This design comes from an exercise in tuning for a short achievable clock period and few clock cycles per item on the open sky130 flow, not from production work. Only simulation tests tie the RTL to the original design; equivalence was not proved. The clock cells of this run come from the design's own scripts or RTL, not from TritonCTS. The clock input has no modelled driver; a real chip could not lean on it and would need a root buffer or a full tree. No activity file was given, so power comes from the tool's default toggle rates.

<file path="flow/flow/run.sh">
#!/bin/bash
# The standard layout (standard.sh), with three changes to how it is made:
#  - the setup repair aims further below the clock period (SETUP_SLACK_MARGIN),
#  - the ports are buffered with buf_4 cells,
#  - the clock tree is built by flow/mcts.tcl (a balanced two-level tree of
#    clkbuf_16 cells: four root buffers on the clock port, each driving the
#    leaf buffers of its part of the die) in place of TritonCTS; it also
#    places each flip-flop that drives an output port next to its port buffer.
# The whole ORFS output goes to standard.log in this folder.
set -e
here=$(pwd)
export SETUP_SLACK_MARGIN=6
export BUFFER_PORTS_ARGS="-buffer_cell sky130_fd_sc_hd__buf_4"
export PRE_CTS_TCL=$here/flow/mcts.tcl
export MCTS_LEAF=24
export MCTS_ROOTS=4
export MCTS_SPAN=100
bash standard.sh > standard.log 2>&1
</file>
<file path="flow/flow/mcts.tcl">
set mcts_leaf  [expr {[info exists ::env(MCTS_LEAF)] ? $::env(MCTS_LEAF) : 24}]
set mcts_roots [expr {[info exists ::env(MCTS_ROOTS)] ? $::env(MCTS_ROOTS) : 4}]
set mcts_db    [ord::get_db]
set mcts_block [ord::get_db_block]
set mcts_clk   [$mcts_block findNet clk]
set mcts_buf   [$mcts_db findMaster sky130_fd_sc_hd__clkbuf_16]

proc mcts_center {inst} {
  set bb [$inst getBBox]
  return [list [expr {([$bb xMin] + [$bb xMax]) / 2}] [expr {([$bb yMin] + [$bb yMax]) / 2}]]
}

# split a list of {x y item} into k groups of near-equal size, compact:
# recursive bisection across the longer side of the group's bounding box
proc mcts_split {items k} {
  set n [llength $items]
  if {$k <= 1 || $n <= 1} { return [list $items] }
  set xs {}; set ys {}
  foreach it $items { lappend xs [lindex $it 0]; lappend ys [lindex $it 1] }
  set w [expr {[tcl::mathfunc::max {*}$xs] - [tcl::mathfunc::min {*}$xs]}]
  set h [expr {[tcl::mathfunc::max {*}$ys] - [tcl::mathfunc::min {*}$ys]}]
  set axis [expr {$w >= $h ? 0 : 1}]
  set sorted [lsort -integer -index $axis $items]
  set k1 [expr {$k / 2}]
  set n1 [expr {int(round(double($n) * $k1 / $k))}]
  return [concat [mcts_split [lrange $sorted 0 [expr {$n1 - 1}]] $k1] \
                 [mcts_split [lrange $sorted $n1 end] [expr {$k - $k1}]]]
}

proc mcts_centroid {items} {
  set sx 0; set sy 0
  foreach it $items { incr sx [lindex $it 0]; incr sy [lindex $it 1] }
  set n [llength $items]
  return [list [expr {$sx / $n}] [expr {$sy / $n}]]
}

# Place each flip-flop that drives an output port's buffer next to that
# buffer, so its output wire is short; detailed placement legalizes them.
set mcts_moved 0
if {![info exists ::env(MCTS_MOVE_OUT)] || $::env(MCTS_MOVE_OUT)} {
  foreach bt [$mcts_block getBTerms] {
    if {[$bt getIoType] != "OUTPUT"} { continue }
    set net [$bt getNet]
    if {$net == "NULL" || $net == ""} { continue }
    set drv ""
    foreach it [$net getITerms] { if {[$it isOutputSignal]} { set drv $it } }
    if {$drv == ""} { continue }
    set buf [$drv getInst]
    set ff ""
    foreach it [$buf getITerms] {
      if {[$it isInputSignal]} {
        set n2 [$it getNet]
        if {$n2 == "NULL" || $n2 == ""} { continue }
        foreach it2 [$n2 getITerms] { if {[$it2 isOutputSignal]} { set ff [$it2 getInst] } }
      }
    }
    if {$ff == ""} { continue }
    if {![string match "*__*df*" [[$ff getMaster] getName]]} { continue }
    set loc [$buf getLocation]
    $ff setLocation [lindex $loc 0] [lindex $loc 1]
    incr mcts_moved
  }
}
puts "mcts: moved $mcts_moved output flip-flops next to their port buffers"

set mcts_sinks {}
foreach it [$mcts_clk getITerms] {
  lappend mcts_sinks [concat [mcts_center [$it getInst]] [list $it]]
}
set mcts_n [llength $mcts_sinks]
set mcts_k [expr {int(ceil(double($mcts_n) / $mcts_leaf))}]
puts "mcts: $mcts_n sinks, $mcts_k leaf buffers, $mcts_roots root buffers"

# a group spread wider than MCTS_SPAN um (half perimeter) is split again,
# so that no leaf drives a long wire
set mcts_span [expr {[info exists ::env(MCTS_SPAN)] ? $::env(MCTS_SPAN) : 80}]
set mcts_span_dbu [expr {int($mcts_span * [$mcts_block getDbUnitsPerMicron])}]
proc mcts_hpwl {items} {
  set xs {}; set ys {}
  foreach it $items { lappend xs [lindex $it 0]; lappend ys [lindex $it 1] }
  return [expr {[tcl::mathfunc::max {*}$xs] - [tcl::mathfunc::min {*}$xs] + \
                [tcl::mathfunc::max {*}$ys] - [tcl::mathfunc::min {*}$ys]}]
}
set mcts_groups {}
set mcts_todo [mcts_split $mcts_sinks $mcts_k]
while {[llength $mcts_todo] > 0} {
  set grp [lindex $mcts_todo 0]
  set mcts_todo [lrange $mcts_todo 1 end]
  if {[llength $grp] > 1 && [mcts_hpwl $grp] > $mcts_span_dbu} {
    set mcts_todo [concat [mcts_split $grp 2] $mcts_todo]
  } else {
    lappend mcts_groups $grp
  }
}
puts "mcts: [llength $mcts_groups] leaf groups after splitting groups wider than $mcts_span um"

set mcts_leaves {}
set li 0
foreach grp $mcts_groups {
  set c [mcts_centroid $grp]
  set inst [odb::dbInst_create $mcts_block $mcts_buf "mcts_leaf_$li"]
  set w [[$inst getMaster] getWidth]
  $inst setLocation [expr {[lindex $c 0] - $w / 2}] [lindex $c 1]
  $inst setPlacementStatus PLACED
  set net [odb::dbNet_create $mcts_block "mcts_l$li"]
  $net setSigType CLOCK
  [$inst findITerm X] connect $net
  foreach s $grp {
    set it [lindex $s 2]
    $it disconnect
    $it connect $net
  }
  lappend mcts_leaves [list [lindex $c 0] [lindex $c 1] $inst]
  incr li
}

set ri 0
foreach grp [mcts_split $mcts_leaves $mcts_roots] {
  set c [mcts_centroid $grp]
  set inst [odb::dbInst_create $mcts_block $mcts_buf "mcts_root_$ri"]
  set w [[$inst getMaster] getWidth]
  $inst setLocation [expr {[lindex $c 0] - $w / 2}] [lindex $c 1]
  $inst setPlacementStatus PLACED
  set net [odb::dbNet_create $mcts_block "mcts_r$ri"]
  $net setSigType CLOCK
  [$inst findITerm X] connect $net
  [$inst findITerm A] connect $mcts_clk
  foreach l $grp {
    [[lindex $l 2] findITerm A] connect $net
  }
  incr ri
}
$mcts_clk setSigType CLOCK

# the tree is built: the flow's call to TritonCTS does nothing else
rename clock_tree_synthesis mcts_unused_cts
proc clock_tree_synthesis {args} {
  puts "mcts: clock tree built by hand; TritonCTS skipped"
  set_propagated_clock [all_clocks]
}
</file>
<file path="flow/standard.sh">
#!/bin/bash
# synth_recipe.tcl (not shown) runs the flow's synth.tcl, then flattens the netlist and writes it again
# the make line also repeats each setting of config.mk as NAME=value (left out here)
make -C /OpenROAD-flow-scripts/flow DESIGN_CONFIG=/design/flow/config.mk WORK_HOME=/design/flow/orfs CLKGATE_MAP_FILE= SYNTH_SCRIPT=/design/flow/synth_recipe.tcl "${@:-finish}"
</file>
<file path="flow/config.mk">
export PLATFORM = sky130hd
export DESIGN_NAME = dnp3_tx
export DESIGN_NICKNAME = dnp3_tx
export VERILOG_FILES = /design/flow/design.v
export SDC_FILE = /design/flow/constraint.sdc
export NUM_CORES = 4
export LEC_CHECK = 0
export ABC_CLOCK_PERIOD_IN_PS = 2500
export CAP_MARGIN = 20
export CORE_MARGIN = 2
export CORE_UTILIZATION = 55
export PLACE_DENSITY = 0.65
export SLEW_MARGIN = 20
</file>
<file path="flow/design.v">
module dnp3_tx (
    input  wire        clk,
    input  wire        rst,
    input  wire        cmd_valid,
    output wire        cmd_ready,
    input  wire [7:0]  cmd_plen,    
    input  wire [7:0]  cmd_ctrl,    
    input  wire [15:0] cmd_dst,     
    input  wire [15:0] cmd_src,     
    input  wire        in_valid,
    output wire        in_ready,
    input  wire [31:0] in_data,
    output wire        out_valid,
    input  wire        out_ready,
    output wire [31:0] out_data,
    output wire        out_last,
    output reg         done_valid,
    output reg  [3:0]  done_err,
    output reg  [8:0]  done_len
);
    localparam [3:0] E_OK      = 4'd0,
                     E_LENGTH  = 4'd1,
                     E_RANGE   = 4'd6,
                     E_BADFNC  = 4'd8,
                     E_ADDRESS = 4'd9;
    localparam IFD = 4;               
    localparam IQA = 1;               
    localparam IQD = 1 << IQA;
    localparam PFA = 4;               
    localparam PFD = 1 << PFA;        
    function [15:0] crc_s1;
        input [15:0] x;
        begin
            crc_s1[0] = x[3] ^ x[4] ^ x[5] ^ x[8];
            crc_s1[1] = x[0] ^ x[4] ^ x[5] ^ x[6] ^ x[9];
            crc_s1[2] = x[0] ^ x[1] ^ x[5] ^ x[6] ^ x[7] ^ x[10];
            crc_s1[3] = x[0] ^ x[1] ^ x[2] ^ x[3] ^ x[4] ^ x[5] ^ x[6] ^ x[7] ^ x[11];
            crc_s1[4] = x[0] ^ x[1] ^ x[2] ^ x[6] ^ x[7] ^ x[12];
            crc_s1[5] = x[1] ^ x[2] ^ x[4] ^ x[5] ^ x[7] ^ x[13];
            crc_s1[6] = x[0] ^ x[2] ^ x[4] ^ x[6] ^ x[14];
            crc_s1[7] = x[1] ^ x[3] ^ x[5] ^ x[7] ^ x[15];
            crc_s1[8] = x[2] ^ x[3] ^ x[5] ^ x[6];
            crc_s1[9] = x[0] ^ x[3] ^ x[4] ^ x[6] ^ x[7];
            crc_s1[10] = x[0] ^ x[1] ^ x[3] ^ x[7];
            crc_s1[11] = x[1] ^ x[2] ^ x[3] ^ x[5];
            crc_s1[12] = x[0] ^ x[2] ^ x[3] ^ x[4] ^ x[6];
            crc_s1[13] = x[0] ^ x[1] ^ x[3] ^ x[4] ^ x[5] ^ x[7];
            crc_s1[14] = x[1] ^ x[2] ^ x[3] ^ x[6];
            crc_s1[15] = x[2] ^ x[3] ^ x[4] ^ x[7];
        end
    endfunction
    function [15:0] crc_d1;
        input [7:0] x;
        begin
            crc_d1[0] = x[3] ^ x[4] ^ x[5];
            crc_d1[1] = x[0] ^ x[4] ^ x[5] ^ x[6];
            crc_d1[2] = x[0] ^ x[1] ^ x[5] ^ x[6] ^ x[7];
            crc_d1[3] = x[0] ^ x[1] ^ x[2] ^ x[3] ^ x[4] ^ x[5] ^ x[6] ^ x[7];
            crc_d1[4] = x[0] ^ x[1] ^ x[2] ^ x[6] ^ x[7];
            crc_d1[5] = x[1] ^ x[2] ^ x[4] ^ x[5] ^ x[7];
            crc_d1[6] = x[0] ^ x[2] ^ x[4] ^ x[6];
            crc_d1[7] = x[1] ^ x[3] ^ x[5] ^ x[7];
            crc_d1[8] = x[2] ^ x[3] ^ x[5] ^ x[6];
            crc_d1[9] = x[0] ^ x[3] ^ x[4] ^ x[6] ^ x[7];
            crc_d1[10] = x[0] ^ x[1] ^ x[3] ^ x[7];
            crc_d1[11] = x[1] ^ x[2] ^ x[3] ^ x[5];
            crc_d1[12] = x[0] ^ x[2] ^ x[3] ^ x[4] ^ x[6];
            crc_d1[13] = x[0] ^ x[1] ^ x[3] ^ x[4] ^ x[5] ^ x[7];
            crc_d1[14] = x[1] ^ x[2] ^ x[3] ^ x[6];
            crc_d1[15] = x[2] ^ x[3] ^ x[4] ^ x[7];
        end
    endfunction
    function [15:0] crc_s2;
        input [15:0] x;
        begin
            crc_s2[0] = x[1] ^ x[5] ^ x[6] ^ x[7] ^ x[11] ^ x[12] ^ x[13];
            crc_s2[1] = x[0] ^ x[2] ^ x[6] ^ x[7] ^ x[8] ^ x[12] ^ x[13] ^ x[14];
            crc_s2[2] = x[0] ^ x[1] ^ x[3] ^ x[7] ^ x[8] ^ x[9] ^ x[13] ^ x[14] ^ x[15];
            crc_s2[3] = x[0] ^ x[2] ^ x[4] ^ x[5] ^ x[6] ^ x[7] ^ x[8] ^ x[9] ^ x[10] ^ x[11] ^ x[12] ^ x[13] ^ x[14] ^ x[15];
            crc_s2[4] = x[3] ^ x[8] ^ x[9] ^ x[10] ^ x[14] ^ x[15];
            crc_s2[5] = x[1] ^ x[4] ^ x[5] ^ x[6] ^ x[7] ^ x[9] ^ x[10] ^ x[12] ^ x[13] ^ x[15];
            crc_s2[6] = x[0] ^ x[1] ^ x[2] ^ x[8] ^ x[10] ^ x[12] ^ x[14];
            crc_s2[7] = x[1] ^ x[2] ^ x[3] ^ x[9] ^ x[11] ^ x[13] ^ x[15];
            crc_s2[8] = x[0] ^ x[1] ^ x[2] ^ x[3] ^ x[4] ^ x[5] ^ x[6] ^ x[7] ^ x[10] ^ x[11] ^ x[13] ^ x[14];
            crc_s2[9] = x[0] ^ x[1] ^ x[2] ^ x[3] ^ x[4] ^ x[5] ^ x[6] ^ x[7] ^ x[8] ^ x[11] ^ x[12] ^ x[14] ^ x[15];
            crc_s2[10] = x[2] ^ x[3] ^ x[4] ^ x[8] ^ x[9] ^ x[11] ^ x[15];
            crc_s2[11] = x[0] ^ x[1] ^ x[3] ^ x[4] ^ x[6] ^ x[7] ^ x[9] ^ x[10] ^ x[11] ^ x[13];
            crc_s2[12] = x[1] ^ x[2] ^ x[4] ^ x[5] ^ x[7] ^ x[8] ^ x[10] ^ x[11] ^ x[12] ^ x[14];
            crc_s2[13] = x[0] ^ x[2] ^ x[3] ^ x[5] ^ x[6] ^ x[8] ^ x[9] ^ x[11] ^ x[12] ^ x[13] ^ x[15];
            crc_s2[14] = x[3] ^ x[4] ^ x[5] ^ x[9] ^ x[10] ^ x[11] ^ x[14];
            crc_s2[15] = x[0] ^ x[4] ^ x[5] ^ x[6] ^ x[10] ^ x[11] ^ x[12] ^ x[15];
        end
    endfunction
    function [15:0] crc_d2;
        input [15:0] x;
        begin
            crc_d2[0] = x[1] ^ x[5] ^ x[6] ^ x[7] ^ x[11] ^ x[12] ^ x[13];
            crc_d2[1] = x[0] ^ x[2] ^ x[6] ^ x[7] ^ x[8] ^ x[12] ^ x[13] ^ x[14];
            crc_d2[2] = x[0] ^ x[1] ^ x[3] ^ x[7] ^ x[8] ^ x[9] ^ x[13] ^ x[14] ^ x[15];
            crc_d2[3] = x[0] ^ x[2] ^ x[4] ^ x[5] ^ x[6] ^ x[7] ^ x[8] ^ x[9] ^ x[10] ^ x[11] ^ x[12] ^ x[13] ^ x[14] ^ x[15];
            crc_d2[4] = x[3] ^ x[8] ^ x[9] ^ x[10] ^ x[14] ^ x[15];
            crc_d2[5] = x[1] ^ x[4] ^ x[5] ^ x[6] ^ x[7] ^ x[9] ^ x[10] ^ x[12] ^ x[13] ^ x[15];
            crc_d2[6] = x[0] ^ x[1] ^ x[2] ^ x[8] ^ x[10] ^ x[12] ^ x[14];
            crc_d2[7] = x[1] ^ x[2] ^ x[3] ^ x[9] ^ x[11] ^ x[13] ^ x[15];
            crc_d2[8] = x[0] ^ x[1] ^ x[2] ^ x[3] ^ x[4] ^ x[5] ^ x[6] ^ x[7] ^ x[10] ^ x[11] ^ x[13] ^ x[14];
            crc_d2[9] = x[0] ^ x[1] ^ x[2] ^ x[3] ^ x[4] ^ x[5] ^ x[6] ^ x[7] ^ x[8] ^ x[11] ^ x[12] ^ x[14] ^ x[15];
            crc_d2[10] = x[2] ^ x[3] ^ x[4] ^ x[8] ^ x[9] ^ x[11] ^ x[15];
            crc_d2[11] = x[0] ^ x[1] ^ x[3] ^ x[4] ^ x[6] ^ x[7] ^ x[9] ^ x[10] ^ x[11] ^ x[13];
            crc_d2[12] = x[1] ^ x[2] ^ x[4] ^ x[5] ^ x[7] ^ x[8] ^ x[10] ^ x[11] ^ x[12] ^ x[14];
            crc_d2[13] = x[0] ^ x[2] ^ x[3] ^ x[5] ^ x[6] ^ x[8] ^ x[9] ^ x[11] ^ x[12] ^ x[13] ^ x[15];
            crc_d2[14] = x[3] ^ x[4] ^ x[5] ^ x[9] ^ x[10] ^ x[11] ^ x[14];
            crc_d2[15] = x[0] ^ x[4] ^ x[5] ^ x[6] ^ x[10] ^ x[11] ^ x[12] ^ x[15];
        end
    endfunction
    function [15:0] crc_s3;
        input [15:0] x;
        begin
            crc_s3[0] = x[4] ^ x[5] ^ x[6] ^ x[7] ^ x[9] ^ x[13] ^ x[14] ^ x[15];
            crc_s3[1] = x[5] ^ x[6] ^ x[7] ^ x[8] ^ x[10] ^ x[14] ^ x[15];
            crc_s3[2] = x[6] ^ x[7] ^ x[8] ^ x[9] ^ x[11] ^ x[15];
            crc_s3[3] = x[0] ^ x[4] ^ x[5] ^ x[6] ^ x[8] ^ x[10] ^ x[12] ^ x[13] ^ x[14] ^ x[15];
            crc_s3[4] = x[0] ^ x[1] ^ x[4] ^ x[11];
            crc_s3[5] = x[0] ^ x[1] ^ x[2] ^ x[4] ^ x[6] ^ x[7] ^ x[9] ^ x[12] ^ x[13] ^ x[14] ^ x[15];
            crc_s3[6] = x[1] ^ x[2] ^ x[3] ^ x[4] ^ x[6] ^ x[8] ^ x[9] ^ x[10];
            crc_s3[7] = x[0] ^ x[2] ^ x[3] ^ x[4] ^ x[5] ^ x[7] ^ x[9] ^ x[10] ^ x[11];
            crc_s3[8] = x[0] ^ x[1] ^ x[3] ^ x[7] ^ x[8] ^ x[9] ^ x[10] ^ x[11] ^ x[12] ^ x[13] ^ x[14] ^ x[15];
            crc_s3[9] = x[1] ^ x[2] ^ x[4] ^ x[8] ^ x[9] ^ x[10] ^ x[11] ^ x[12] ^ x[13] ^ x[14] ^ x[15];
            crc_s3[10] = x[2] ^ x[3] ^ x[4] ^ x[6] ^ x[7] ^ x[10] ^ x[11] ^ x[12];
            crc_s3[11] = x[0] ^ x[3] ^ x[6] ^ x[8] ^ x[9] ^ x[11] ^ x[12] ^ x[14] ^ x[15];
            crc_s3[12] = x[0] ^ x[1] ^ x[4] ^ x[7] ^ x[9] ^ x[10] ^ x[12] ^ x[13] ^ x[15];
            crc_s3[13] = x[1] ^ x[2] ^ x[5] ^ x[8] ^ x[10] ^ x[11] ^ x[13] ^ x[14];
            crc_s3[14] = x[2] ^ x[3] ^ x[4] ^ x[5] ^ x[7] ^ x[11] ^ x[12] ^ x[13];
            crc_s3[15] = x[3] ^ x[4] ^ x[5] ^ x[6] ^ x[8] ^ x[12] ^ x[13] ^ x[14];
        end
    endfunction
    function [15:0] crc_d3;
        input [23:0] x;
        begin
            crc_d3[0] = x[4] ^ x[5] ^ x[6] ^ x[7] ^ x[9] ^ x[13] ^ x[14] ^ x[15] ^ x[19] ^ x[20] ^ x[21];
            crc_d3[1] = x[5] ^ x[6] ^ x[7] ^ x[8] ^ x[10] ^ x[14] ^ x[15] ^ x[16] ^ x[20] ^ x[21] ^ x[22];
            crc_d3[2] = x[6] ^ x[7] ^ x[8] ^ x[9] ^ x[11] ^ x[15] ^ x[16] ^ x[17] ^ x[21] ^ x[22] ^ x[23];
            crc_d3[3] = x[0] ^ x[4] ^ x[5] ^ x[6] ^ x[8] ^ x[10] ^ x[12] ^ x[13] ^ x[14] ^ x[15] ^ x[16] ^ x[17] ^ x[18] ^ x[19] ^ x[20] ^ x[21] ^ x[22] ^ x[23];
            crc_d3[4] = x[0] ^ x[1] ^ x[4] ^ x[11] ^ x[16] ^ x[17] ^ x[18] ^ x[22] ^ x[23];
            crc_d3[5] = x[0] ^ x[1] ^ x[2] ^ x[4] ^ x[6] ^ x[7] ^ x[9] ^ x[12] ^ x[13] ^ x[14] ^ x[15] ^ x[17] ^ x[18] ^ x[20] ^ x[21] ^ x[23];
            crc_d3[6] = x[1] ^ x[2] ^ x[3] ^ x[4] ^ x[6] ^ x[8] ^ x[9] ^ x[10] ^ x[16] ^ x[18] ^ x[20] ^ x[22];
            crc_d3[7] = x[0] ^ x[2] ^ x[3] ^ x[4] ^ x[5] ^ x[7] ^ x[9] ^ x[10] ^ x[11] ^ x[17] ^ x[19] ^ x[21] ^ x[23];
            crc_d3[8] = x[0] ^ x[1] ^ x[3] ^ x[7] ^ x[8] ^ x[9] ^ x[10] ^ x[11] ^ x[12] ^ x[13] ^ x[14] ^ x[15] ^ x[18] ^ x[19] ^ x[21] ^ x[22];
            crc_d3[9] = x[1] ^ x[2] ^ x[4] ^ x[8] ^ x[9] ^ x[10] ^ x[11] ^ x[12] ^ x[13] ^ x[14] ^ x[15] ^ x[16] ^ x[19] ^ x[20] ^ x[22] ^ x[23];
            crc_d3[10] = x[2] ^ x[3] ^ x[4] ^ x[6] ^ x[7] ^ x[10] ^ x[11] ^ x[12] ^ x[16] ^ x[17] ^ x[19] ^ x[23];
            crc_d3[11] = x[0] ^ x[3] ^ x[6] ^ x[8] ^ x[9] ^ x[11] ^ x[12] ^ x[14] ^ x[15] ^ x[17] ^ x[18] ^ x[19] ^ x[21];
            crc_d3[12] = x[0] ^ x[1] ^ x[4] ^ x[7] ^ x[9] ^ x[10] ^ x[12] ^ x[13] ^ x[15] ^ x[16] ^ x[18] ^ x[19] ^ x[20] ^ x[22];
            crc_d3[13] = x[1] ^ x[2] ^ x[5] ^ x[8] ^ x[10] ^ x[11] ^ x[13] ^ x[14] ^ x[16] ^ x[17] ^ x[19] ^ x[20] ^ x[21] ^ x[23];
            crc_d3[14] = x[2] ^ x[3] ^ x[4] ^ x[5] ^ x[7] ^ x[11] ^ x[12] ^ x[13] ^ x[17] ^ x[18] ^ x[19] ^ x[22];
            crc_d3[15] = x[3] ^ x[4] ^ x[5] ^ x[6] ^ x[8] ^ x[12] ^ x[13] ^ x[14] ^ x[18] ^ x[19] ^ x[20] ^ x[23];
        end
    endfunction
    function [15:0] crc_s4;
        input [15:0] x;
        begin
            crc_s4[0] = x[1] ^ x[2] ^ x[3] ^ x[4] ^ x[5] ^ x[12] ^ x[13] ^ x[14] ^ x[15];
            crc_s4[1] = x[2] ^ x[3] ^ x[4] ^ x[5] ^ x[6] ^ x[13] ^ x[14] ^ x[15];
            crc_s4[2] = x[3] ^ x[4] ^ x[5] ^ x[6] ^ x[7] ^ x[14] ^ x[15];
            crc_s4[3] = x[0] ^ x[1] ^ x[2] ^ x[3] ^ x[6] ^ x[7] ^ x[8] ^ x[12] ^ x[13] ^ x[14];
            crc_s4[4] = x[5] ^ x[7] ^ x[8] ^ x[9] ^ x[12];
            crc_s4[5] = x[0] ^ x[1] ^ x[2] ^ x[3] ^ x[4] ^ x[5] ^ x[6] ^ x[8] ^ x[9] ^ x[10] ^ x[12] ^ x[14] ^ x[15];
            crc_s4[6] = x[0] ^ x[6] ^ x[7] ^ x[9] ^ x[10] ^ x[11] ^ x[12] ^ x[14];
            crc_s4[7] = x[0] ^ x[1] ^ x[7] ^ x[8] ^ x[10] ^ x[11] ^ x[12] ^ x[13] ^ x[15];
            crc_s4[8] = x[3] ^ x[4] ^ x[5] ^ x[8] ^ x[9] ^ x[11] ^ x[15];
            crc_s4[9] = x[0] ^ x[4] ^ x[5] ^ x[6] ^ x[9] ^ x[10] ^ x[12];
            crc_s4[10] = x[2] ^ x[3] ^ x[4] ^ x[6] ^ x[7] ^ x[10] ^ x[11] ^ x[12] ^ x[14] ^ x[15];
            crc_s4[11] = x[1] ^ x[2] ^ x[7] ^ x[8] ^ x[11] ^ x[14];
            crc_s4[12] = x[2] ^ x[3] ^ x[8] ^ x[9] ^ x[12] ^ x[15];
            crc_s4[13] = x[3] ^ x[4] ^ x[9] ^ x[10] ^ x[13];
            crc_s4[14] = x[0] ^ x[1] ^ x[2] ^ x[3] ^ x[10] ^ x[11] ^ x[12] ^ x[13] ^ x[15];
            crc_s4[15] = x[0] ^ x[1] ^ x[2] ^ x[3] ^ x[4] ^ x[11] ^ x[12] ^ x[13] ^ x[14];
        end
    endfunction
    function [15:0] crc_d4;
        input [31:0] x;
        begin
            crc_d4[0] = x[1] ^ x[2] ^ x[3] ^ x[4] ^ x[5] ^ x[12] ^ x[13] ^ x[14] ^ x[15] ^ x[17] ^ x[21] ^ x[22] ^ x[23] ^ x[27] ^ x[28] ^ x[29];
            crc_d4[1] = x[2] ^ x[3] ^ x[4] ^ x[5] ^ x[6] ^ x[13] ^ x[14] ^ x[15] ^ x[16] ^ x[18] ^ x[22] ^ x[23] ^ x[24] ^ x[28] ^ x[29] ^ x[30];
            crc_d4[2] = x[3] ^ x[4] ^ x[5] ^ x[6] ^ x[7] ^ x[14] ^ x[15] ^ x[16] ^ x[17] ^ x[19] ^ x[23] ^ x[24] ^ x[25] ^ x[29] ^ x[30] ^ x[31];
            crc_d4[3] = x[0] ^ x[1] ^ x[2] ^ x[3] ^ x[6] ^ x[7] ^ x[8] ^ x[12] ^ x[13] ^ x[14] ^ x[16] ^ x[18] ^ x[20] ^ x[21] ^ x[22] ^ x[23] ^ x[24] ^ x[25] ^ x[26] ^ x[27] ^ x[28] ^ x[29] ^ x[30] ^ x[31];
            crc_d4[4] = x[5] ^ x[7] ^ x[8] ^ x[9] ^ x[12] ^ x[19] ^ x[24] ^ x[25] ^ x[26] ^ x[30] ^ x[31];
            crc_d4[5] = x[0] ^ x[1] ^ x[2] ^ x[3] ^ x[4] ^ x[5] ^ x[6] ^ x[8] ^ x[9] ^ x[10] ^ x[12] ^ x[14] ^ x[15] ^ x[17] ^ x[20] ^ x[21] ^ x[22] ^ x[23] ^ x[25] ^ x[26] ^ x[28] ^ x[29] ^ x[31];
            crc_d4[6] = x[0] ^ x[6] ^ x[7] ^ x[9] ^ x[10] ^ x[11] ^ x[12] ^ x[14] ^ x[16] ^ x[17] ^ x[18] ^ x[24] ^ x[26] ^ x[28] ^ x[30];
            crc_d4[7] = x[0] ^ x[1] ^ x[7] ^ x[8] ^ x[10] ^ x[11] ^ x[12] ^ x[13] ^ x[15] ^ x[17] ^ x[18] ^ x[19] ^ x[25] ^ x[27] ^ x[29] ^ x[31];
            crc_d4[8] = x[3] ^ x[4] ^ x[5] ^ x[8] ^ x[9] ^ x[11] ^ x[15] ^ x[16] ^ x[17] ^ x[18] ^ x[19] ^ x[20] ^ x[21] ^ x[22] ^ x[23] ^ x[26] ^ x[27] ^ x[29] ^ x[30];
            crc_d4[9] = x[0] ^ x[4] ^ x[5] ^ x[6] ^ x[9] ^ x[10] ^ x[12] ^ x[16] ^ x[17] ^ x[18] ^ x[19] ^ x[20] ^ x[21] ^ x[22] ^ x[23] ^ x[24] ^ x[27] ^ x[28] ^ x[30] ^ x[31];
            crc_d4[10] = x[2] ^ x[3] ^ x[4] ^ x[6] ^ x[7] ^ x[10] ^ x[11] ^ x[12] ^ x[14] ^ x[15] ^ x[18] ^ x[19] ^ x[20] ^ x[24] ^ x[25] ^ x[27] ^ x[31];
            crc_d4[11] = x[1] ^ x[2] ^ x[7] ^ x[8] ^ x[11] ^ x[14] ^ x[16] ^ x[17] ^ x[19] ^ x[20] ^ x[22] ^ x[23] ^ x[25] ^ x[26] ^ x[27] ^ x[29];
            crc_d4[12] = x[2] ^ x[3] ^ x[8] ^ x[9] ^ x[12] ^ x[15] ^ x[17] ^ x[18] ^ x[20] ^ x[21] ^ x[23] ^ x[24] ^ x[26] ^ x[27] ^ x[28] ^ x[30];
            crc_d4[13] = x[3] ^ x[4] ^ x[9] ^ x[10] ^ x[13] ^ x[16] ^ x[18] ^ x[19] ^ x[21] ^ x[22] ^ x[24] ^ x[25] ^ x[27] ^ x[28] ^ x[29] ^ x[31];
            crc_d4[14] = x[0] ^ x[1] ^ x[2] ^ x[3] ^ x[10] ^ x[11] ^ x[12] ^ x[13] ^ x[15] ^ x[19] ^ x[20] ^ x[21] ^ x[25] ^ x[26] ^ x[27] ^ x[30];
            crc_d4[15] = x[0] ^ x[1] ^ x[2] ^ x[3] ^ x[4] ^ x[11] ^ x[12] ^ x[13] ^ x[14] ^ x[16] ^ x[20] ^ x[21] ^ x[22] ^ x[26] ^ x[27] ^ x[28] ^ x[31];
        end
    endfunction
    function [15:0] crc_ha;
        input [39:0] x;
        begin
            crc_ha[0] = x[3] ^ x[5] ^ x[9] ^ x[10] ^ x[11] ^ x[12] ^ x[13] ^ x[20] ^ x[21] ^ x[22] ^ x[23] ^ x[25] ^ x[29] ^ x[30] ^ x[31] ^ x[35] ^ x[36] ^ x[37] ^ 1'b1;
            crc_ha[1] = x[0] ^ x[4] ^ x[6] ^ x[10] ^ x[11] ^ x[12] ^ x[13] ^ x[14] ^ x[21] ^ x[22] ^ x[23] ^ x[24] ^ x[26] ^ x[30] ^ x[31] ^ x[32] ^ x[36] ^ x[37] ^ x[38];
            crc_ha[2] = x[0] ^ x[1] ^ x[5] ^ x[7] ^ x[11] ^ x[12] ^ x[13] ^ x[14] ^ x[15] ^ x[22] ^ x[23] ^ x[24] ^ x[25] ^ x[27] ^ x[31] ^ x[32] ^ x[33] ^ x[37] ^ x[38] ^ x[39];
            crc_ha[3] = x[1] ^ x[2] ^ x[3] ^ x[5] ^ x[6] ^ x[8] ^ x[9] ^ x[10] ^ x[11] ^ x[14] ^ x[15] ^ x[16] ^ x[20] ^ x[21] ^ x[22] ^ x[24] ^ x[26] ^ x[28] ^ x[29] ^ x[30] ^ x[31] ^ x[32] ^ x[33] ^ x[34] ^ x[35] ^ x[36] ^ x[37] ^ x[38] ^ x[39];
            crc_ha[4] = x[2] ^ x[4] ^ x[5] ^ x[6] ^ x[7] ^ x[13] ^ x[15] ^ x[16] ^ x[17] ^ x[20] ^ x[27] ^ x[32] ^ x[33] ^ x[34] ^ x[38] ^ x[39];
            crc_ha[5] = x[6] ^ x[7] ^ x[8] ^ x[9] ^ x[10] ^ x[11] ^ x[12] ^ x[13] ^ x[14] ^ x[16] ^ x[17] ^ x[18] ^ x[20] ^ x[22] ^ x[23] ^ x[25] ^ x[28] ^ x[29] ^ x[30] ^ x[31] ^ x[33] ^ x[34] ^ x[36] ^ x[37] ^ x[39];
            crc_ha[6] = x[3] ^ x[5] ^ x[7] ^ x[8] ^ x[14] ^ x[15] ^ x[17] ^ x[18] ^ x[19] ^ x[20] ^ x[22] ^ x[24] ^ x[25] ^ x[26] ^ x[32] ^ x[34] ^ x[36] ^ x[38] ^ 1'b1;
            crc_ha[7] = x[4] ^ x[6] ^ x[8] ^ x[9] ^ x[15] ^ x[16] ^ x[18] ^ x[19] ^ x[20] ^ x[21] ^ x[23] ^ x[25] ^ x[26] ^ x[27] ^ x[33] ^ x[35] ^ x[37] ^ x[39] ^ 1'b1;
            crc_ha[8] = x[0] ^ x[3] ^ x[7] ^ x[11] ^ x[12] ^ x[13] ^ x[16] ^ x[17] ^ x[19] ^ x[23] ^ x[24] ^ x[25] ^ x[26] ^ x[27] ^ x[28] ^ x[29] ^ x[30] ^ x[31] ^ x[34] ^ x[35] ^ x[37] ^ x[38];
            crc_ha[9] = x[0] ^ x[1] ^ x[4] ^ x[8] ^ x[12] ^ x[13] ^ x[14] ^ x[17] ^ x[18] ^ x[20] ^ x[24] ^ x[25] ^ x[26] ^ x[27] ^ x[28] ^ x[29] ^ x[30] ^ x[31] ^ x[32] ^ x[35] ^ x[36] ^ x[38] ^ x[39];
            crc_ha[10] = x[1] ^ x[2] ^ x[3] ^ x[10] ^ x[11] ^ x[12] ^ x[14] ^ x[15] ^ x[18] ^ x[19] ^ x[20] ^ x[22] ^ x[23] ^ x[26] ^ x[27] ^ x[28] ^ x[32] ^ x[33] ^ x[35] ^ x[39] ^ 1'b1;
            crc_ha[11] = x[2] ^ x[4] ^ x[5] ^ x[9] ^ x[10] ^ x[15] ^ x[16] ^ x[19] ^ x[22] ^ x[24] ^ x[25] ^ x[27] ^ x[28] ^ x[30] ^ x[31] ^ x[33] ^ x[34] ^ x[35] ^ x[37] ^ 1'b1;
            crc_ha[12] = x[3] ^ x[5] ^ x[6] ^ x[10] ^ x[11] ^ x[16] ^ x[17] ^ x[20] ^ x[23] ^ x[25] ^ x[26] ^ x[28] ^ x[29] ^ x[31] ^ x[32] ^ x[34] ^ x[35] ^ x[36] ^ x[38];
            crc_ha[13] = x[0] ^ x[4] ^ x[6] ^ x[7] ^ x[11] ^ x[12] ^ x[17] ^ x[18] ^ x[21] ^ x[24] ^ x[26] ^ x[27] ^ x[29] ^ x[30] ^ x[32] ^ x[33] ^ x[35] ^ x[36] ^ x[37] ^ x[39] ^ 1'b1;
            crc_ha[14] = x[1] ^ x[3] ^ x[7] ^ x[8] ^ x[9] ^ x[10] ^ x[11] ^ x[18] ^ x[19] ^ x[20] ^ x[21] ^ x[23] ^ x[27] ^ x[28] ^ x[29] ^ x[33] ^ x[34] ^ x[35] ^ x[38] ^ 1'b1;
            crc_ha[15] = x[2] ^ x[4] ^ x[8] ^ x[9] ^ x[10] ^ x[11] ^ x[12] ^ x[19] ^ x[20] ^ x[21] ^ x[22] ^ x[24] ^ x[28] ^ x[29] ^ x[30] ^ x[34] ^ x[35] ^ x[36] ^ x[39];
        end
    endfunction
    function [15:0] crc_hb;
        input [7:0] x;
        begin
            crc_hb[0] = x[0] ^ x[1] ^ x[4] ^ x[6] ^ x[7];
            crc_hb[1] = x[0] ^ x[1] ^ x[2] ^ x[5] ^ x[7];
            crc_hb[2] = x[0] ^ x[1] ^ x[2] ^ x[3] ^ x[6];
            crc_hb[3] = x[2] ^ x[3] ^ x[6];
            crc_hb[4] = x[1] ^ x[3] ^ x[6];
            crc_hb[5] = x[0] ^ x[1] ^ x[2] ^ x[6];
            crc_hb[6] = x[0] ^ x[2] ^ x[3] ^ x[4] ^ x[6];
            crc_hb[7] = x[0] ^ x[1] ^ x[3] ^ x[4] ^ x[5] ^ x[7];
            crc_hb[8] = x[0] ^ x[2] ^ x[5] ^ x[7];
            crc_hb[9] = x[1] ^ x[3] ^ x[6];
            crc_hb[10] = x[0] ^ x[1] ^ x[2] ^ x[6];
            crc_hb[11] = x[2] ^ x[3] ^ x[4] ^ x[6];
            crc_hb[12] = x[0] ^ x[3] ^ x[4] ^ x[5] ^ x[7];
            crc_hb[13] = x[0] ^ x[1] ^ x[4] ^ x[5] ^ x[6];
            crc_hb[14] = x[2] ^ x[4] ^ x[5];
            crc_hb[15] = x[0] ^ x[3] ^ x[5] ^ x[6];
        end
    endfunction
    function [3:0] header_err;
        input [7:0]  c;
        input [15:0] dst;
        input [15:0] src;
        reg          fnc_ok, fcv_req;
        begin
            fnc_ok  = c[6] ? (c[3:0] == 4'd0 || c[3:0] == 4'd1 || c[3:0] == 4'd2 ||
                              c[3:0] == 4'd3 || c[3:0] == 4'd4 || c[3:0] == 4'd9)
                           : (c[3:0] == 4'd0 || c[3:0] == 4'd1 || c[3:0] == 4'd11);
            fcv_req = (c[3:0] == 4'd2) || (c[3:0] == 4'd3);
            if (!fnc_ok)                        header_err = E_BADFNC;
            else if (c[6] && (c[4] != fcv_req)) header_err = E_RANGE;
            else if (!c[6] && c[5])             header_err = E_RANGE;
            else if (src == 16'hFFFF)           header_err = E_ADDRESS;
            else if (dst == src)                header_err = E_ADDRESS;
            else                                header_err = E_OK;
        end
    endfunction
    reg rst_r;
    always @(posedge clk) rst_r <= rst;
    wire rst_any = rst | rst_r;
    reg        cmd_ready_r;           
    reg        cmd_ready_p;           
    reg        c1_v;
    reg [7:0]  c1_p, c1_c;
    reg [15:0] c1_d, c1_s;
    assign cmd_ready = cmd_ready_p;
    always @(posedge clk) begin
        c1_v <= !rst && cmd_valid && cmd_ready_r;
        c1_p <= cmd_plen;
        c1_c <= cmd_ctrl;
        c1_d <= cmd_dst;
        c1_s <= cmd_src;
    end
    wire        c1_w    = c1_v && !rst_r;
    wire [7:0]  c1_len  = c1_p + 8'd5;
    wire [4:0]  c1_pblk = {1'b0, c1_p[7:4]} + {4'd0, (c1_p[3:0] != 4'd0)};
    wire [8:0]  c1_p10  = {1'b0, c1_p} + 9'd10;      
    wire [3:0]  c1_err  = (c1_p > 8'd250) ? E_LENGTH : header_err(c1_c, c1_d, c1_s);
    wire        c1_ok   = (c1_err == E_OK);
    wire [6:0]  c1_nb   = {1'b0, c1_p[7:2]} + {6'd0, (c1_p[1:0] != 2'd0)};
    wire [15:0] c1_hs   = crc_ha({c1_s, c1_d, c1_c}) ^ crc_hb(c1_len);    
    reg [93:0]  iq_mem [0:IQD-1];
    reg [IQA-1:0] iq_wr, iq_rd;
    reg [IQA:0] iq_cnt;
    reg [IQA:0] iq_free;              
    reg         iq_ne;
    wire        iq_pop;
    always @(posedge clk) begin
        if (c1_w)
            iq_mem[iq_wr] <= {c1_hs, c1_s, c1_d, c1_c, c1_len, (c1_p == 8'd0), c1_nb, c1_ok,
                              c1_err, c1_p10, c1_pblk, 1'b0, c1_p[1:0]};
    end
    wire [IQA:0] iq_free_n = iq_free - {{IQA{1'b0}}, c1_v} + {{IQA{1'b0}}, iq_pop};
    wire [IQA:0] iq_cnt_n  = iq_cnt + {{IQA{1'b0}}, c1_w} - {{IQA{1'b0}}, iq_pop};
    always @(posedge clk) begin
        if (rst_r) begin
            iq_wr  <= {IQA{1'b0}};
            iq_rd  <= {IQA{1'b0}};
            iq_cnt <= {(IQA+1){1'b0}};
            iq_ne  <= 1'b0;
        end else begin
            if (c1_w) iq_wr <= iq_wr + 1'b1;
            if (iq_pop) iq_rd <= iq_rd + 1'b1;
            iq_cnt <= iq_cnt_n;
            iq_ne  <= (iq_cnt_n != 0);
        end
        if (rst_any) begin
            iq_free     <= IQD;
            cmd_ready_r <= 1'b1;
            cmd_ready_p <= 1'b1;
        end else begin
            iq_free     <= iq_free_n;
            cmd_ready_r <= (iq_free_n > {{IQA{1'b0}}, cmd_ready_r});
            cmd_ready_p <= (iq_free_n > {{IQA{1'b0}}, cmd_ready_p});
        end
    end
    reg        in_ready_r;            
    reg        in_ready_p;            
    reg        i1_v;
    reg [31:0] i1_d;
    assign in_ready = in_ready_p;
    always @(posedge clk) begin
        i1_v <= !rst && in_valid && in_ready_r;
        i1_d <= in_data;
    end
    reg [31:0] if_mem [0:IFD-1];
    reg [1:0]  if_wr, if_rd;
    reg        if_ne;
    reg [2:0]  if_cnt;
    reg [2:0]  if_free;               
    wire       if_pop;
    wire [2:0] if_cnt_n  = if_cnt + {2'd0, i1_v} - {2'd0, if_pop};
    wire [2:0] if_free_n = if_free - {2'd0, i1_v} + {2'd0, if_pop};
    always @(posedge clk) begin
        if (i1_v) if_mem[if_wr] <= i1_d;
        if (rst_r) begin
            if_wr <= 2'd0; if_rd <= 2'd0; if_cnt <= 3'd0; if_ne <= 1'b0;
        end else begin
            if (i1_v) if_wr <= if_wr + 2'd1;
            if (if_pop) if_rd <= if_rd + 2'd1;
            if_cnt <= if_cnt_n;
            if_ne  <= (if_cnt_n != 3'd0);
        end
        if (rst_any) begin
            if_free    <= IFD;
            in_ready_r <= 1'b1;
            in_ready_p <= 1'b1;
        end else begin
            if_free    <= if_free_n;
            in_ready_r <= (if_free_n > {2'd0, in_ready_r});
            in_ready_p <= (if_free_n > {2'd0, in_ready_p});
        end
    end
    wire [93:0] iq_h     = iq_mem[iq_rd];
    wire [15:0] iqh_hs   = iq_h[93:78];
    wire [15:0] iqh_src  = iq_h[77:62];
    wire [15:0] iqh_dst  = iq_h[61:46];
    wire [7:0]  iqh_ctrl = iq_h[45:38];
    wire [7:0]  iqh_len  = iq_h[37:30];
    wire        iqh_zp   = iq_h[29];
    wire [6:0]  iqh_nb   = iq_h[28:22];
    wire        iqh_ok   = iq_h[21];
    wire [3:0]  iqh_err  = iq_h[20:17];
    wire [8:0]  iqh_p10  = iq_h[16:8];
    wire [5:0]  iqh_pb2  = iq_h[7:2];
    wire [1:0]  iqh_pm   = iq_h[1:0];
    localparam [1:0] IP_CMD = 2'd0, IP_HDR = 2'd1, IP_PAY = 2'd2;
    reg  [1:0]  ip;
    reg         cur_ok, cur_last;
    reg  [6:0]  cur_rem;
    reg  [3:0]  cur_err;
    reg  [8:0]  cur_tlen;
    reg  [1:0]  cur_pm, cur_bib;
    reg  [PFD-1:0] pf_cred;           
    wire        cred_ok = pf_cred[0];
    wire pf_pop;
    wire go_cmd  = (ip == IP_CMD) && iq_ne && cred_ok;
    wire go_hdr  = (ip == IP_HDR) && cred_ok;
    wire beat    = (ip == IP_PAY) && if_ne && (!cur_ok || cred_ok);
    wire issue   = (go_cmd && iqh_ok) || go_hdr || (beat && cur_ok);
    wire ld_cur  = (go_cmd && !iqh_ok) || go_hdr;
    assign iq_pop = ld_cur;
    assign if_pop = beat;
    wire [31:0] if_h = if_mem[if_rd];
    reg         s2_v, s2_hdr, s2_first, s2_end, s2_last;
    reg  [1:0]  s2_k;                 
    reg  [31:0] s2_d;
    reg  [15:0] s2_hs;
    always @(posedge clk) begin
        s2_hs <= iqh_hs;
        case (ip)
            IP_CMD: begin
                s2_d     <= {iqh_ctrl, iqh_len, 8'h64, 8'h05};
                s2_hdr   <= 1'b1;
                s2_first <= 1'b1;
                s2_end   <= 1'b0;
                s2_last  <= 1'b0;
                s2_k     <= 2'd0;
            end
            IP_HDR: begin
                s2_d     <= {iqh_src, iqh_dst};
                s2_hdr   <= 1'b1;
                s2_first <= 1'b1;
                s2_end   <= 1'b1;
                s2_last  <= iqh_zp;
                s2_k     <= 2'd0;
            end
            default: begin
                s2_d     <= if_h;
                s2_hdr   <= 1'b0;
                s2_first <= (cur_bib == 2'd0);
                s2_end   <= (cur_bib == 2'd3) || cur_last;
                s2_last  <= cur_last;
                s2_k     <= cur_last ? cur_pm : 2'd0;
            end
        endcase
        if (rst_r) begin
            ip      <= IP_CMD;
            s2_v    <= 1'b0;
            pf_cred <= {PFD{1'b1}};
        end else begin
            s2_v    <= issue;
            if (issue && !pf_pop)
                pf_cred <= {1'b0, pf_cred[PFD-1:1]};
            else if (pf_pop && !issue)
                pf_cred <= {pf_cred[PFD-2:0], 1'b1};
            if (go_cmd)
                ip <= iqh_ok ? IP_HDR : ((iqh_nb == 7'd0) ? IP_CMD : IP_PAY);
            else if (go_hdr)
                ip <= iqh_zp ? IP_CMD : IP_PAY;
            else if (beat && cur_last)
                ip <= IP_CMD;
        end
        if (ld_cur) begin
            cur_ok   <= iqh_ok;
            cur_rem  <= iqh_nb;
            cur_last <= (iqh_nb == 7'd1);
            cur_err  <= iqh_err;
            cur_tlen <= iqh_ok ? (iqh_p10 + {3'd0, iqh_pb2}) : 9'd0;
            cur_pm   <= iqh_pm;
            cur_bib  <= 2'd0;
        end else if (beat) begin
            cur_rem  <= cur_rem - 7'd1;
            cur_last <= (cur_rem == 7'd2);
            cur_bib  <= cur_bib + 2'd1;
        end
        if (rst_any)
            done_valid <= 1'b0;
        else
            done_valid <= (go_cmd && !iqh_ok && iqh_nb == 7'd0) || (go_hdr && iqh_zp) ||
                          (beat && cur_last);
        done_err <= (ip == IP_PAY) ? cur_err  : iqh_err;
        done_len <= (ip == IP_PAY) ? cur_tlen : ((ip == IP_HDR) ? 9'd10 : 9'd0);
    end
    reg         s3_v, s3_first, s3_end, s3_last;
    reg  [1:0]  s3_k;
    reg  [3:0]  s3_oh;                
    reg  [31:0] s3_d;
    reg  [15:0] s3_dx;
    always @(posedge clk) begin
        s3_v     <= s2_v && !rst_r;
        s3_first <= s2_first;
        s3_end   <= s2_end;
        s3_last  <= s2_last;
        s3_k     <= s2_k;
        s3_oh    <= {s2_k == 2'd3, s2_k == 2'd2, s2_k == 2'd1, s2_k == 2'd0};
        s3_d     <= s2_d;
        if (s2_hdr)
            s3_dx <= s2_hs;
        else case (s2_k)
            2'd1:    s3_dx <= crc_d1(s2_d[7:0]);
            2'd2:    s3_dx <= crc_d2(s2_d[15:0]);
            2'd3:    s3_dx <= crc_d3(s2_d[23:0]);
            default: s3_dx <= crc_d4(s2_d);
        endcase
    end
    reg  [15:0] acc;
    reg         s4_v, s4_end, s4_last;
    reg  [1:0]  s4_k;
    reg  [31:0] s4_d;
    wire [15:0] acc_in = s3_first ? 16'd0 : acc;
    wire [15:0] acc_s = ({16{s3_oh[0]}} & crc_s4(acc_in)) | ({16{s3_oh[1]}} & crc_s1(acc_in)) |
                        ({16{s3_oh[2]}} & crc_s2(acc_in)) | ({16{s3_oh[3]}} & crc_s3(acc_in));
    always @(posedge clk) begin
        s4_v    <= s3_v && !rst_r;
        s4_end  <= s3_end;
        s4_last <= s3_last;
        s4_k    <= s3_k;
        s4_d    <= s3_d;
        if (s3_v) acc <= acc_s ^ s3_dx;
    end
    wire [15:0] crc_o = ~acc;
    reg  [49:0] chunk;
    always @(*) begin
        if (!s4_end)
            chunk = {1'b0, 1'b0, 16'd0, s4_d};
        else if (!s4_last)
            chunk = {1'b0, 1'b1, crc_o, s4_d};
        else case (s4_k)
            2'd1:    chunk = {1'b1, 1'b0, 24'd0, crc_o, s4_d[7:0]};
            2'd2:    chunk = {1'b1, 1'b0, 16'd0, crc_o, s4_d[15:0]};
            2'd3:    chunk = {1'b1, 1'b1, 8'd0,  crc_o, s4_d[23:0]};
            default: chunk = {1'b1, 1'b1,        crc_o, s4_d};
        endcase
    end
    reg         s5_v;
    reg  [49:0] s5_c;
    always @(posedge clk) begin
        s5_v <= s4_v && !rst_r;
        s5_c <= chunk;
    end
    reg  [49:0]  pf_mem [0:PFD-1];
    reg  [PFD-1:0] pf_wr, pf_rd1;     
    reg  [PFD-1:0] pf_cnt;            
    wire         pf_hv = pf_cnt[0];                  
    wire         pf_c0 = !pf_cnt[0];                 
    wire         pf_c1 = pf_cnt[0] && !pf_cnt[1];    
    reg  [49:0]  pf_h;
    wire         pf_push = s5_v;
    reg  [49:0]  pf_nx;
    integer      j;
    always @(*) begin
        pf_nx = 50'd0;
        for (j = 0; j < PFD; j = j + 1)
            pf_nx = pf_nx | (pf_rd1[j] ? pf_mem[j] : 50'd0);
    end
    always @(posedge clk) begin
        for (j = 0; j < PFD; j = j + 1)
            if (pf_push && pf_wr[j]) pf_mem[j] <= s5_c;
        if (pf_push && (pf_pop ? pf_c1 : pf_c0))
            pf_h <= s5_c;
        else if (pf_pop)
            pf_h <= pf_nx;
        if (rst_r) begin
            pf_wr  <= {{(PFD-1){1'b0}}, 1'b1};
            pf_rd1 <= {{(PFD-2){1'b0}}, 2'b10};
            pf_cnt <= {PFD{1'b0}};
        end else begin
            if (pf_push) pf_wr  <= {pf_wr[PFD-2:0], pf_wr[PFD-1]};
            if (pf_pop)  pf_rd1 <= {pf_rd1[PFD-2:0], pf_rd1[PFD-1]};
            if (pf_push && !pf_pop)
                pf_cnt <= {pf_cnt[PFD-2:0], 1'b1};
            else if (pf_pop && !pf_push)
                pf_cnt <= {1'b0, pf_cnt[PFD-1:1]};
        end
    end
    reg         pc2, pc4;   
    reg         pl;         
    reg  [31:0] pend;
    reg         up_rdy;     
    wire        take    = up_rdy && !pc4 && pf_hv;
    wire        emit    = (up_rdy && pc4) || take;
    wire        ck_last = pf_h[49];
    wire        ck_wide = pf_h[48];
    assign pf_pop = take;
    wire [31:0] e_d = pc4 ? pend : (pc2 ? {pf_h[15:0], pend[15:0]} : pf_h[31:0]);
    wire        e_l = pc4 ? pl : (ck_last && !pc2 && !ck_wide);
    always @(posedge clk) begin
        if (take)
            pend <= pc2 ? pf_h[47:16] : {16'd0, pf_h[47:32]};
        if (rst_r) begin
            pc2 <= 1'b0;
            pc4 <= 1'b0;
            pl  <= 1'b0;
        end else if (up_rdy && pc4) begin
            pc4 <= 1'b0;
        end else if (take) begin
            if (ck_last) begin
                pc2 <= 1'b0;
                pc4 <= pc2 || ck_wide;
                pl  <= 1'b1;
            end else begin
                pc2 <= pc2 ^ ck_wide;
                pc4 <= pc2 & ck_wide;
                pl  <= 1'b0;
            end
        end
    end
    reg         o_v, k_v;
    reg         o_vp;                 
    reg  [32:0] o_q, o_hd, k_q;
    assign out_valid = o_vp;
    assign out_data  = o_q[31:0];
    assign out_last  = o_q[32];
    wire        o_free = !o_v || out_ready;
    wire [32:0] o_new  = k_v ? k_q : {e_l, e_d};
    always @(posedge clk) begin
        if (o_free)
            o_hd <= o_new;
        if (rst_any)
            o_q <= 33'd0;
        else
            o_q <= o_free ? o_new : o_hd;
        if (!k_v)
            k_q <= {e_l, e_d};
        if (rst_any) begin
            o_v    <= 1'b0;
            o_vp   <= 1'b0;
            k_v    <= 1'b0;
            up_rdy <= 1'b0;
        end else begin
            o_v    <= !o_free || k_v || emit;
            o_vp   <= (o_vp && !out_ready) || k_v || emit;
            k_v    <= !o_free && (k_v || emit);
            up_rdy <= !(!o_free && (k_v || emit));
        end
    end
endmodule
</file>
<file path="flow/constraint.sdc">
create_clock -name core_clock -period 8.0 [get_ports {clk}]
set_input_delay 1.6000 -clock core_clock [delete_from_list [all_inputs] [get_ports {clk}]]
set_output_delay 1.6000 -clock core_clock [all_outputs]
set_load 0.01 [all_outputs]
</file>
==> out/qor.csv <==
stage,metric,value,unit
status,outcome,timing/DRC/antenna clean,
worst_setup_path,"Critical Path, Cell by Cell",buf_6,
worst_setup_path,R2R Setup Slk,5610,ps
pwr,Switching Share,0.308,
worst_hold_path,WHS Endpoint,s4_d[10]$_DFF_P_,
synth,"area leader, netlist",edfxtp_1,
die,Die Span Y,355,µm
synth,most common cell in the netlist,edfxtp_1,
worst_hold_path,Hold Crit Class,reg -> reg,
route,Via Count,39060,
layout,fillers,8302,
clock_network,number of buffers inserted by hold repair at cts,0,
pwr,Flop pwr share,0.445,
global_routing,vias in the first global route,38531,
synth,Post-Synth XOR/XNOR Area,0.106,
timing,final hold viol count,0,
synth,top-area cell type share of the netlist area,0.546,
layout,Layout area overhead,19.5,%
synth,YS warnings,2,
die,Cell Rows,128,
worst_hold_path,Hold Startpoint,s3_d[10]$_DFF_P_,
timing,Final setup viols,0,
place,GPL Wtd Cong,0.923,
global_routing,initial antenna violation count,3,
synth,mux contribution to synthesized area,0.0486,
job,max_cap viols,0,
synth,"top cells by area, synth","edfxtp_1 55%, dfxtp_1 15%, xnor2_1 6.1%, a22oi_1 2.3%, mux4_2 1.9%",
timing,fin crit period,2620,ps
global_routing,Total GRT Usage,0.285,
synth,Post-Synth Adder-Cell Area,0.00939,
die,Die X,355,µm
pwr,sw power,8.04,mW
worst_setup_path,CP max stage cell,dfxtp_2,
place,hpwl dp,103000,µm
global_routing,grt ovf,0,
place,input/output buffers,134,
die,IO Count,135,
pwr,Clk network pwr share,0.170,
worst_setup_path,r2r endpoint,acc[6]$_DFFE_PP_,
pwr,Gate power share,0.384,
timing,RSZ-0062 raised after global routing,true,
worst_setup_path,crit start category,flip-flop,
worst_setup_path,crit end category,output pin,
pwr,total power draw,26.1,mW
clock_network,clk latency of the worst-skew pair,570,ps
layout,post-layout net count,4946,
place,placed inst area,71100,µm²
worst_hold_path,Worst Hold Depth,0,
die,Die ar.,126000,µm²
synth,post-synth cell types,65,
synth,"Seq/Total Area, Yosys",0.693,
timing,setup ws final,5380,ps
pwr,PwrDens,323,nW/µm²
timing,setup TNS,0,ps
pwr,Pint,18.1,mW
worst_setup_path,worst path required time,6400,ps
synth,Synth async-reset ratio,0,
global_routing,first-pass GRT wire length,265000,µm
route,antenna-violating nets left,0,
synth,top_reg_cell synth,edfxtp_1,
layout,share of cells above drive strength 1,0.294,
route,1st-iter DRT viols,4080,
synth,Synth Area per Inst,15.4,µm²
worst_setup_path,WP buf/inv,1,
timing,Final Cycle Share,0.327,
synth,number of flops mapped to enable cells by yosys,1231,
layout,Post-Layout Inst Area,80900,µm²
worst_setup_path,r2r startpoint,acc[8]$_DFFE_PP_,
place,DP Worst Slack,4740,ps
worst_setup_path,FF-to-FF path depth,10,
route,WL final,186000,µm
timing,"Slew Viols, Final",0,
global_routing,largest net degree at the start of global routing,89,
timing,Max Clock Freq,382,MHz
synth,post-synthesis compound-gate area fraction,0.0799,
synth,Post-Syn Instances,4405,
synth,Post-Syn Nets,4539,
worst_setup_path,cell family contributing the most delay on the critical path,flip-flops,
die,Core ar.,122000,µm²
route,Residual DRC,0,
synth,Synth top cells by count,"1231 x edfxtp_1, 496 x dfxtp_1, 473 x xnor2_1",
pwr,leakage,28.1,nW
route,routed wirelength normalized by instance count,28.8,µm
timing,Layout Skew,62.3,ps
worst_setup_path,WS Path Type,reg -> out,
pwr,Max VDD drop,0.000356,V
synth,simple-gate portion of the synthesized area,0.0436,
worst_setup_path,crit path max fanout,2,
synth,largest family of logic cells by synthesized area,XOR/XNOR gates,
synth,#FFs+latches synth,1727,
route,DRT Pass-1 Iters,5,
synth,"Cell Area, Synth",67700,µm²
worst_setup_path,"slowest stage delay, CP",360,ps
clock_network,clock slew seen by the registers of the worst setup and hold paths,100,ps
route,vias per cell,6.07,
worst_setup_path,"Data arrival, critical path",1020,ps
die,starting density of the core,0.555,
timing,Slew HR,0.319,
timing,Slew @ Worst Pin,1020,ps
==> registers in the layout, summed over array words and instances (netlist names), 32 cells and up, named ones only <==
name,flops
s2_d,32
o_hd,33
pf_mem,800
iq_mem,182
pf_h,50
o_q,33
pend,32
k_q,33
s5_c,50
if_mem,128
i1_d,32
s4_d,32
s3_d,32
==> cell families (layout without fill, tap and decap cells) <==
group | after synthesis | count (layout)
flip-flops | 1727 | 1727
AO/OA/AOI/OAI | 739 | 739
XOR/XNOR | 693 | 693
AND/OR/NAND/NOR | 620 | 633
buffers and inverters | 332 | 724
multiplexers | 245 | 245
adder cells (fa/ha/maj) | 49 | 49
other | 0 | 1
==> layer usage <==
metal  track usage  up-vias  part of all wire
li1              -    17158                 -
met5             0        -           0.00016
met3        0.0261      334             0.065
met2         0.491     1662              0.50
met4         0.100        4             0.045
met1         0.382    19902              0.40
==> power groups by stage <==
stage          Combinational [mW]  Sequential (mW)  Clock [mW]
5_1_grt                      10.5             11.7        4.79
3_5_place_dp                 7.23             11.9           0
3_3_place_gp                 7.25             11.9           0
4_1_cts                      9.06             11.6        4.50
6_report                     10.0             11.6        4.45
2_1_floorplan                6.06             11.3           0
==> stage by stage <==
step,std cells,utilization,hold slack (ps)
after floorplan,4405,-,310
after global placement,5948,0.583,311
after detailed placement,5948,0.583,312
after CTS,6319,0.644,302
after global routing,6435,0.664,318
final,6436,0.664,302
==> layout by cell type (no fill, tap or decap), types with 61 or more instances in the layout <==
cell / count
clkbuf_16: 89
nand2_1: 177
dfxtp_2: 82
xnor2_2: 112
dfxtp_1: 357
edfxtp_1: 1231
xnor2_4: 67
buf_6: 132
mux2_2: 61
a221oi_1: 92
buf_4: 357
mux2i_1: 75
xnor2_1: 309
xor2_1: 90
a22oi_1: 209
a22o_1: 105
nand4_1: 61
a21oi_1: 82
nor2_1: 141
==> worst max-delay path by stage <==
| stage | endpoint | slack (ps) | start | cells past startpoint |
|---|---|---|---|---|
| CTS | in_ready | 5360 | in_ready_p$_SDFF_PP1_ | 1 |
| finish | done_err[2] | 5380 | done_err[2]$_DFF_P_ | 1 |
| detailed placement | cur_tlen[7]$_SDFFCE_PN0N_ | 4740 | flip-flop | 11 |
| global placement | cur_tlen[7]$_SDFFCE_PN0N_ | 4680 | flip-flop | 11 |
| global route | done_err[2] | 5350 | done_err[2]$_DFF_P_ | 1 |
| floorplan | o_q[25]$_SDFF_PP0_ | 5440 | out_ready | 5 |
==> area by class of cell <==
type                    count  area, µm²  area share
diodes                      1       2.50   0.0000309
repair inverters            1       8.76    0.000108
well taps                1625       2030      0.0251
flip-flops and latches   1727      47200       0.584
repair buffers            579       5960      0.0737
multi-input cells        2359      23300       0.288
inverters                  59        267     0.00329
plain buffers              85       2130      0.0263
==> repair_timing <==
| action | in CTS | in global routing |
|---|---|---|
| pin swaps | 177 | 150 |
| setup endpoints to repair | 1274 | 453 |
| gates cloned | 17 | 8 |
| hold endpoints to repair | 0 | 0 |
| gates resized for setup | 588 | 287 |
| buffers inserted | 269 | 108 |
Testbench counts, summed over its fixed seeds: cycles 12,115, frames 320.

-- static timing again, ports no longer ideal --
The results above use ideal ports. As a check the final layout listed here was re-extracted and re-timed, cells and wires unchanged. Step 1: set_driving_cell puts a clkbuf_16 on clk and a buf_2 on each other input, an assumption about the parent block. Step 2, shift: input delay + t, output delay - t, t = (earliest + latest rising clock arrival at the registers) / 2. This alone moves slack from input paths to output paths. Slacks: ideal / step 1 / step 2; pairs: ideal / step 1.
t, ns: 0.711
setup WS [ns]: 5.384 / 5.212 / 5.386
clock arrival spread, ns: 0.071 / 0.071
cell pins on the clock port's net: 4
After both steps setup and hold are still met in this run. The setup slack of this run moves by -0.172 ns with the drivers and by +0.002 ns with both steps.
